What follows belongs to an exercise in optimizing a design on an open flow for small area; a production flow would make more cautious choices.
The RTL was checked by simulation tests, not by an equivalence proof against the original design.
Power and IR drop assume default switching activity.

==> job 2578: inputs <==
## shufflish_core
module shufflish_core (
    input  wire        clk,
    input  wire        rst_n,
    input  wire        req_valid,
    output wire        req_ready,
    input  wire        req_write,
    input  wire [7:0]  req_addr,
    input  wire [63:0] req_wdata,
    output wire        rsp_valid,
    output wire        rsp_err,
    output wire [63:0] rsp_rdata
);
    localparam integer W  = 4;            
    localparam integer P  = 64 / W;       
    localparam integer PB = 4;            
    localparam [PB-1:0] PLAST = P - 1;
    localparam [63:0] ID_VALUE = 64'h5348_5546_0001_0000;
    localparam [3:0] S_IDLE = 4'd0,  S_COPY = 4'd1,  S_GCD  = 4'd2,  S_CLRU = 4'd3,
                     S_REM  = 4'd4,  S_CORR = 4'd5,  S_EV1  = 4'd7,
                     S_EV2  = 4'd8,  S_EV3  = 4'd9,  S_P1   = 4'd10, S_P2   = 4'd11,
                     S_EVF1 = 4'd12, S_FIN  = 4'd14;
    localparam [1:0] G_SHU = 2'd0, G_SHV = 2'd1, G_SUBV = 2'd2, G_SWP = 2'd3;
    localparam [1:0] X_U2 = 2'd0, X_U = 2'd1, X_A = 2'd2, X_ASH = 2'd3;
    localparam [1:0] Z_0 = 2'd0, Z_A = 2'd1, Z_PRE = 2'd2, Z_POST = 2'd3;
    localparam [1:0] Y_0 = 2'd0, Y_C = 2'd1, Y_NC = 2'd2;
    reg  [PB-1:0] ph;
    wire          phf = (ph == {PB{1'b0}});    
    wire          phl = (ph == PLAST);         
    reg           clr;        
    reg           cfg_z;      
    reg           res_zero;   
    reg [63:0] opa, opb, opc, opd, res, cdom, cpri, cpre, cpost;
    reg [63:0] ra, rb, rc, rd, ru;
    reg [63:0] x;
    reg [3:0]  st;
    reg [5:0]  cw;
    reg        rsv;
    reg [2:0]  ecode;
  ...
export LEC_CHECK = 0
export ABC_AREA = 1
export CAP_MARGIN = 20
export CORE_MARGIN = 2
export CORE_UTILIZATION = 40
export CTS_CLUSTER_DIAMETER = 100
export CTS_CLUSTER_SIZE = 25
export SLEW_MARGIN = 20
create_clock -name core_clock -period 12.0 [get_ports {clk}]
standard.sh (not shown) runs the stock make flow with config.mk's settings and CLKGATE_MAP_FILE= SYNTH_SCRIPT=/design/flow/synth_recipe.tcl, a recipe that flattens the netlist after the stock synthesis.
==> flow/flow/run.sh <==
#!/bin/bash
# Layout flow: the standard flow, except that the port buffers are the
# smallest buffer cell (sky130_fd_sc_hd__buf_1) rather than the one
# buffer_ports picks by default. Each step's full output goes to its own log.
set -euo pipefail
bash standard.sh synth > synth.log 2>&1
bash standard.sh finish 'BUFFER_PORTS_ARGS=-buffer_cell sky130_fd_sc_hd__buf_1' > layout.log 2>&1
==> job 8059 (differences from job 2578) <==
--- a/flow/design.v
+++ b/flow/design.v
@@ -10,51 +10,53 @@
     output wire        rsp_err,
     output wire [63:0] rsp_rdata
 );
     localparam integer W  = 4;            
     localparam integer P  = 64 / W;       
     localparam integer PB = 4;            
     localparam [PB-1:0] PLAST = P - 1;
+    localparam [PB-1:0] PPEN  = P - 2;
     localparam [63:0] ID_VALUE = 64'h5348_5546_0001_0000;
     localparam [3:0] S_IDLE = 4'd0,  S_COPY = 4'd1,  S_GCD  = 4'd2,  S_CLRU = 4'd3,
                      S_REM  = 4'd4,  S_CORR = 4'd5,  S_EV1  = 4'd7,
                      S_EV2  = 4'd8,  S_EV3  = 4'd9,  S_P1   = 4'd10, S_P2   = 4'd11,
                      S_EVF1 = 4'd12, S_FIN  = 4'd14;
     localparam [1:0] G_SHU = 2'd0, G_SHV = 2'd1, G_SUBV = 2'd2, G_SWP = 2'd3;
     localparam [1:0] X_U2 = 2'd0, X_U = 2'd1, X_A = 2'd2, X_ASH = 2'd3;
     localparam [1:0] Z_0 = 2'd0, Z_A = 2'd1, Z_PRE = 2'd2, Z_POST = 2'd3;
     localparam [1:0] Y_0 = 2'd0, Y_C = 2'd1, Y_NC = 2'd2;
     reg  [PB-1:0] ph;
     wire          phf = (ph == {PB{1'b0}});    
     wire          phl = (ph == PLAST);         
+    wire          php = (ph == PPEN);          
     reg           clr;        
     reg           cfg_z;      
     reg           res_zero;   
     reg [63:0] opa, opb, opc, opd, res, cdom, cpri, cpre, cpost;
     reg [63:0] ra, rb, rc, rd, ru;
-    reg [63:0] x;
     reg [3:0]  st;
     reg [5:0]  cw;
     reg        rsv;
     reg [2:0]  ecode;
     reg [3:0]  err, last_op;
     reg        overrun, cfg_valid;
     reg [1:0]  cfg_mode;
-    reg [5:0]  cnt;
+    reg        fst;           
+    reg        fmz;           
     reg [1:0]  gop;
     reg        su, sa, sv;    
     reg        c1, c2, c3;    
     reg        cx, cx2;       
     reg        cs, cs2;       
     reg        bbit;          
     reg        a0;            
     reg        gc;            
     reg        fc;            
     reg        fvnz, funz, fun1;
-    reg        bus_act, bus_rd, bus_wr, bus_bad;
+    reg        bus_act, bus_wr;
     reg [3:0]  bus_idx;
     reg        rsp_q, rsp_err_q;
     wire [3:0] op   = cw[3:0];
     wire [1:0] mode = cw[5:4];
     wire       con  = (op == 4'd4);
     assign req_ready = phl & ~bus_act;
     wire       acc      = req_valid & req_ready;
@@ -63,41 +65,63 @@
     wire       eng_free = (st == S_IDLE) || (st == S_FIN);
     wire       cmd_wr   = acc & req_write & ~bad & (idx == 4'd2);
     wire       cmd_go   = cmd_wr & eng_free;
     wire       cmd_ovr  = cmd_wr & ~eng_free;
     wire       stat_clr = acc & req_write & ~bad & (idx == 4'd1) & req_wdata[3];
     assign rsp_valid = rsp_q;
     assign rsp_err   = rsp_err_q;
-    assign rsp_rdata = x;
     wire busy  = (st != S_IDLE);
     wire res_z = busy & con;
-    wire [63:0] id_w   = ID_VALUE;
-    wire [63:0] stat_w = {44'd0, last_op, 4'd0, err, 4'd0, overrun, 1'b0, cfg_valid, busy};
-    wire [63:0] mode_w = {62'd0, cfg_mode};
+    reg  [W-1:0] id_d, stat_d;
+    always @(*) begin
+        case (ph)
+            4'd4:    id_d = 4'h1;
+            4'd8:    id_d = 4'h6;
+            4'd9:    id_d = 4'h4;
+            4'd10:   id_d = 4'h5;
+            4'd11:   id_d = 4'h5;
+            4'd12:   id_d = 4'h8;
+            4'd13:   id_d = 4'h4;
+            4'd14:   id_d = 4'h3;
+            4'd15:   id_d = 4'h5;
+            default: id_d = 4'h0;
+        endcase
+        case (ph)
+            4'd0:    stat_d = {overrun, 1'b0, cfg_valid, busy};
+            4'd2:    stat_d = err;
+            4'd4:    stat_d = last_op;
+            default: stat_d = 4'h0;
+        endcase
+    end
     reg  [W-1:0] rdd;
     always @(*) begin
         case (bus_idx)
-            4'd0:    rdd = id_w[ph*W +: W];
-            4'd1:    rdd = stat_w[ph*W +: W];
+            4'd0:    rdd = id_d;
+            4'd1:    rdd = stat_d;
             4'd3:    rdd = opa[W-1:0];
             4'd4:    rdd = opb[W-1:0];
             4'd5:    rdd = opc[W-1:0];
             4'd6:    rdd = opd[W-1:0];
             4'd7:    rdd = (res_z | res_zero) ? {W{1'b0}} : res[W-1:0];
             4'd8:    rdd = cfg_z ? {W{1'b0}} : cdom[W-1:0];
             4'd9:    rdd = cfg_z ? {W{1'b0}} : cpri[W-1:0];
             4'd10:   rdd = cfg_z ? {W{1'b0}} : cpre[W-1:0];
             4'd11:   rdd = cfg_z ? {W{1'b0}} : cpost[W-1:0];
-            4'd12:   rdd = mode_w[ph*W +: W];
-            default: rdd = {W{1'b0}};
+            4'd12:   rdd = phf ? {2'b00, cfg_mode} : 4'h0;
+            default: rdd = {W{1'b0}};    
         endcase
     end
-    wire [W-1:0] xh = (bus_act & bus_rd) ? rdd : {W{1'b0}};
-    always @(posedge clk)
-        x <= {xh, x[63:W]} | (acc ? req_wdata : 64'd0);
+    wire [W-1:0] xh = (bus_act & ~bus_wr) ? rdd : {W{1'b0}};
+    reg  [63-W:0] xr;      
+    reg  [W-1:0]  xl;      
+    assign rsp_rdata = {xh, xr};
+    always @(posedge clk) begin
+        xr <= {xh, xr[63-W:W]} | (acc ? req_wdata[63:W] : {(64-W){1'b0}});
+        xl <= xr[W-1:0] | (acc ? req_wdata[W-1:0] : {W{1'b0}});
+    end
     wire [W-1:0] ut = ru[W-1:0];
     wire [W-1:0] vt = res[W-1:0];
     wire [W-1:0] at = ra[W-1:0];
     wire [W-1:0] bt = rb[W-1:0];
     wire [W-1:0] ct = rc[W-1:0];
     wire [W-1:0] dt = rd[W-1:0];
     wire [W-1:0] ush = {phl ? 1'b0 : ru[W],  ut[W-1:1]};    
@@ -203,15 +227,15 @@
             end
             S_CLRU: begin
                 uh = {W{1'b0}};
                 vh = {W{1'b0}};
             end
             S_REM: begin
                 uh = alu;
-                ah = {at[W-2:0], phf ? 1'b0 : cs};
+                ah = {at[W-2:0], phf ? fst : cs};
                 vh = alu2;
                 dh = {dt[W-2:0], phf ? 1'b0 : cs2};
             end
             S_CORR: begin
                 ah = alu;
                 uh = {W{1'b0}};
                 dh = alu2;
@@ -219,36 +243,39 @@
             S_EV1: begin
                 ah = alu;
                 uh = {W{1'b0}};
             end
             S_EV2, S_EV3: ah = alu;
             S_P1: begin
                 uh = alu;
-                bh = {bt[W-2:0], phf ? 1'b0 : cs};
+                bh = {bt[W-2:0], phf ? fst : cs};
             end
             S_P2, S_EVF1: uh = alu;
             default: ;
         endcase
     end
     wire [W:0] cmp   = {1'b0, vh} + {1'b0, ~uh} + {{W{1'b0}}, (phf ? 1'b0 : fc)};
     wire       vle_f = ~cmp[W];
     wire       vz_f  = ~((phf ? 1'b0 : fvnz) | (|vh));
     wire       uz_f  = ~((phf ? 1'b0 : funz) | (|uh));
     wire       u1_f  = ~((phf ? 1'b0 : fun1) | (phf ? (uh != {{(W-1){1'b0}}, 1'b1}) : (|uh)));
     wire       c63_f = vh[W-1];
+    wire [W-1:0] mks   = (st == S_REM) ? ah : bt;
+    wire       mk_nz = (phf ? 1'b0 : fmz) | (phl ? (|mks[W-2:0]) : (|mks));
+    wire       mk_end = ~mk_nz & mks[W-1];
     wire       u0    = ru[W];     
     wire       v0    = res[W];
     wire       con_ok  = con & ~rsv & (ecode == 3'd0);
     wire       inst    = (st == S_FIN) & con_ok;
     wire       fin_val = (st == S_FIN) & (ecode == 3'd0) & ~con;
     wire       wr_pass = bus_act & bus_wr;
-    wire [W-1:0] opa_h   = clr ? {W{1'b0}} : (wr_pass && bus_idx == 4'd3) ? x[W-1:0] : opa[W-1:0];
-    wire [W-1:0] opb_h   = clr ? {W{1'b0}} : (wr_pass && bus_idx == 4'd4) ? x[W-1:0] : opb[W-1:0];
-    wire [W-1:0] opc_h   = clr ? {W{1'b0}} : (wr_pass && bus_idx == 4'd5) ? x[W-1:0] : opc[W-1:0];
-    wire [W-1:0] opd_h   = clr ? {W{1'b0}} : (wr_pass && bus_idx == 4'd6) ? x[W-1:0] : opd[W-1:0];
+    wire [W-1:0] opa_h   = clr ? {W{1'b0}} : (wr_pass && bus_idx == 4'd3) ? xl : opa[W-1:0];
+    wire [W-1:0] opb_h   = clr ? {W{1'b0}} : (wr_pass && bus_idx == 4'd4) ? xl : opb[W-1:0];
+    wire [W-1:0] opc_h   = clr ? {W{1'b0}} : (wr_pass && bus_idx == 4'd5) ? xl : opc[W-1:0];
+    wire [W-1:0] opd_h   = clr ? {W{1'b0}} : (wr_pass && bus_idx == 4'd6) ? xl : opd[W-1:0];
     wire [W-1:0] res_h   = (st == S_FIN) ? (fin_val ? alu : {W{1'b0}}) :
                            res_z ? vh : res[W-1:0];
     wire [W-1:0] cdom_h  = inst ? ct : cdom[W-1:0];
     wire [W-1:0] cpri_h  = inst ? bt : cpri[W-1:0];
     wire [W-1:0] cpre_h  = inst ? at : cpre[W-1:0];
     wire [W-1:0] cpost_h = inst ? dt : cpost[W-1:0];
     always @(posedge clk) begin
@@ -276,34 +303,32 @@
         cs   <= (st == S_REM) ? at[W-1] : bt[W-1];
         cs2  <= dt[W-1];
         gc   <= gs[W];
         fc   <= cmp[W];
         fvnz <= ~vz_f;
         funz <= ~uz_f;
         fun1 <= ~u1_f;
+        fmz  <= mk_nz;
         if (phl) begin
             a0 <= ra[W];
             if (st == S_P1) bbit <= bt[W-1];
             case (st)
                 S_COPY:                     su <= 1'b0;
                 S_CLRU:                     begin su <= 1'b0; sv <= 1'b0; end
                 S_REM:                      begin su <= sgn; sv <= sgn2; end
                 S_P1, S_P2, S_EVF1:         su <= sgn;
                 S_CORR, S_EV1:              begin sa <= sgn; su <= 1'b0; end
                 S_EV2:                      sa <= sgn;
                 default: ;
             endcase
-            cnt <= (st == S_REM || st == S_P2) ? cnt - 6'd1 :
-                   (st == S_P1) ? cnt : 6'd63;
+            fst <= ~(st == S_REM || st == S_P1 || st == S_P2);
         end
         if (acc) begin
-            bus_rd  <= ~req_write & ~bad;
-            bus_wr  <= req_write & ~bad;
-            bus_bad <= bad;
-            bus_idx <= idx;
+            bus_wr  <= req_write;
+            bus_idx <= bad ? 4'hF : idx;
         end
         if (cmd_go) begin
             cw  <= req_wdata[5:0];
             rsv <= (req_wdata[63:6] != 58'd0);
         end
     end
     wire illegal = rsv
@@ -356,16 +381,16 @@
             last_op   <= 4'd0;
             overrun   <= 1'b0;
             cfg_valid <= 1'b0;
             cfg_mode  <= 2'd0;
         end else begin
             ph        <= ph + 1'b1;
             if (phl) clr <= 1'b0;
-            rsp_q     <= phl & bus_act;
-            rsp_err_q <= phl & bus_act & bus_bad;
+            rsp_q     <= php & bus_act;
+            rsp_err_q <= php & bus_act & (bus_idx == 4'hF);
             if (acc)      bus_act <= 1'b1;
             else if (phl) bus_act <= 1'b0;
             if (stat_clr) overrun <= 1'b0;
             if (cmd_ovr)  overrun <= 1'b1;
             if (phl) begin
                 case (st)
                     S_IDLE: if (cmd_go) st <= S_COPY;
@@ -378,21 +403,21 @@
                             default:
                                 if (vz_f | c63_f | uz_f | vle_f) st <= S_FIN;
                                 else st <= g_next;
                         endcase
                     end
                     S_GCD:  st <= g_next;
                     S_CLRU: st <= S_REM;
-                    S_REM:  if (cnt == 6'd0) st <= (op == 4'd3) ? S_EV1 : S_CORR;
+                    S_REM:  if (mk_end) st <= (op == 4'd3) ? S_EV1 : S_CORR;
                     S_CORR: st <= con ? S_FIN : S_P1;
                     S_EV1:  st <= S_EV2;
                     S_EV2:  st <= S_EV3;
                     S_EV3:  st <= S_P1;
                     S_P1:   st <= S_P2;
-                    S_P2:   if (cnt == 6'd0) st <= (op == 4'd3) ? S_EVF1 : S_FIN;
+                    S_P2:   if (mk_end) st <= (op == 4'd3) ? S_EVF1 : S_FIN;
                             else st <= S_P1;
                     S_EVF1: st <= S_FIN;
                     S_FIN: begin
                         res_zero <= 1'b0;
                         if (con_ok) cfg_z <= 1'b0;
                         err     <= {1'b0, ecode};
                         last_op <= op;
==> flow/flow/run.sh (replaced) <==
#!/bin/bash
# Layout flow: the standard flow (standard synthesis, floorplan, power
# grid, placement, routing) with two changes:
#  - the port buffers are the smallest buffer cell, sky130_fd_sc_hd__buf_1,
#    rather than the one buffer_ports picks by default;
#  - clock tree synthesis inserts no dummy loads, clusters up to 28 sinks
#    within 90 um per leaf buffer, and uses smaller buffers for the upper
#    levels of the tree (clkbuf_8 root, clkbuf_4 tree).
# Each step's full output goes to its own log file in this folder.
set -euo pipefail
bash standard.sh synth > synth.log 2>&1
bash standard.sh finish \
  'BUFFER_PORTS_ARGS=-buffer_cell sky130_fd_sc_hd__buf_1' \
  'CTS_ARGS=-sink_clustering_enable -repair_clock_nets -dont_use_dummy_load -sink_clustering_size 28 -sink_clustering_max_diameter 90 -tree_buf sky130_fd_sc_hd__clkbuf_4 -root_buf sky130_fd_sc_hd__clkbuf_8' \
  > layout.log 2>&1
- CTS_CLUSTER_DIAMETER: 100 -> 90
- CTS_CLUSTER_SIZE: 25 -> 28
- PLACE_DENSITY: unset -> 0.85
==> qor summary <==
Number of cells traversed by the worst register-to-register path: job 2578 34; job 8059 31
Metal-1 WL: job 2578 27.2 mm; job 8059 22.2 mm
Status: job 2578 no timing/DRC/antenna violations; job 8059 no timing/DRC/antenna violations
Cell Count Post-Placement: job 2578 3059; job 8059 3037
Critical Path AT: job 2578 6.42 ns; job 8059 6.49 ns
Post-detailed-placement half-perimeter wirelength: job 2578 42.8 mm; job 8059 36.6 mm
Required @ worst endpoint: job 2578 12.51 ns; job 8059 12.59 ns
Routing usage on met3: job 2578 2.98%; job 8059 3.06%
Number of global-route vias before repair: job 2578 14000; job 8059 13900
Power Density: job 2578 180 nW/µm²; job 8059 174 nW/µm²
Max rail drop VDD: job 2578 125 µV; job 8059 140 µV
Minimum clock period: job 2578 5.91 ns; job 8059 5.90 ns
Clock tree root driver cell: job 2578 sky130_fd_sc_hd__clkbuf_16; job 8059 sky130_fd_sc_hd__clkbuf_8

-- port drivers added, routing unchanged --
Ports are ideal in the flow. The routed layouts listed here were re-timed in OpenROAD. Step 1 sets driving cells, clkbuf_16 on the clock port and buf_2 on the other inputs (assumed; they add their load-dependent delay and slew). Step 2, shift: input delay + t, output delay - t, t = (earliest + latest rising clock arrival at the registers) / 2. This alone moves slack from input paths to output paths. Slacks: ideal ports / drivers / drivers and shift; pairs: ideal ports / drivers.
run | t, ns | setup slack, ns | worst setup path after step 2 | clock arrival spread, ns | pins driven straight from the clock port
job 2578 | 0.661 | 6.088 / 6.088 / 6.088 | register to register | 0.052 / 0.053 | 1
job 8059 | 0.727 | 6.102 / 6.102 / 6.102 | register to register | 0.162 / 0.163 | 1
After both steps every run listed still meets setup and hold.
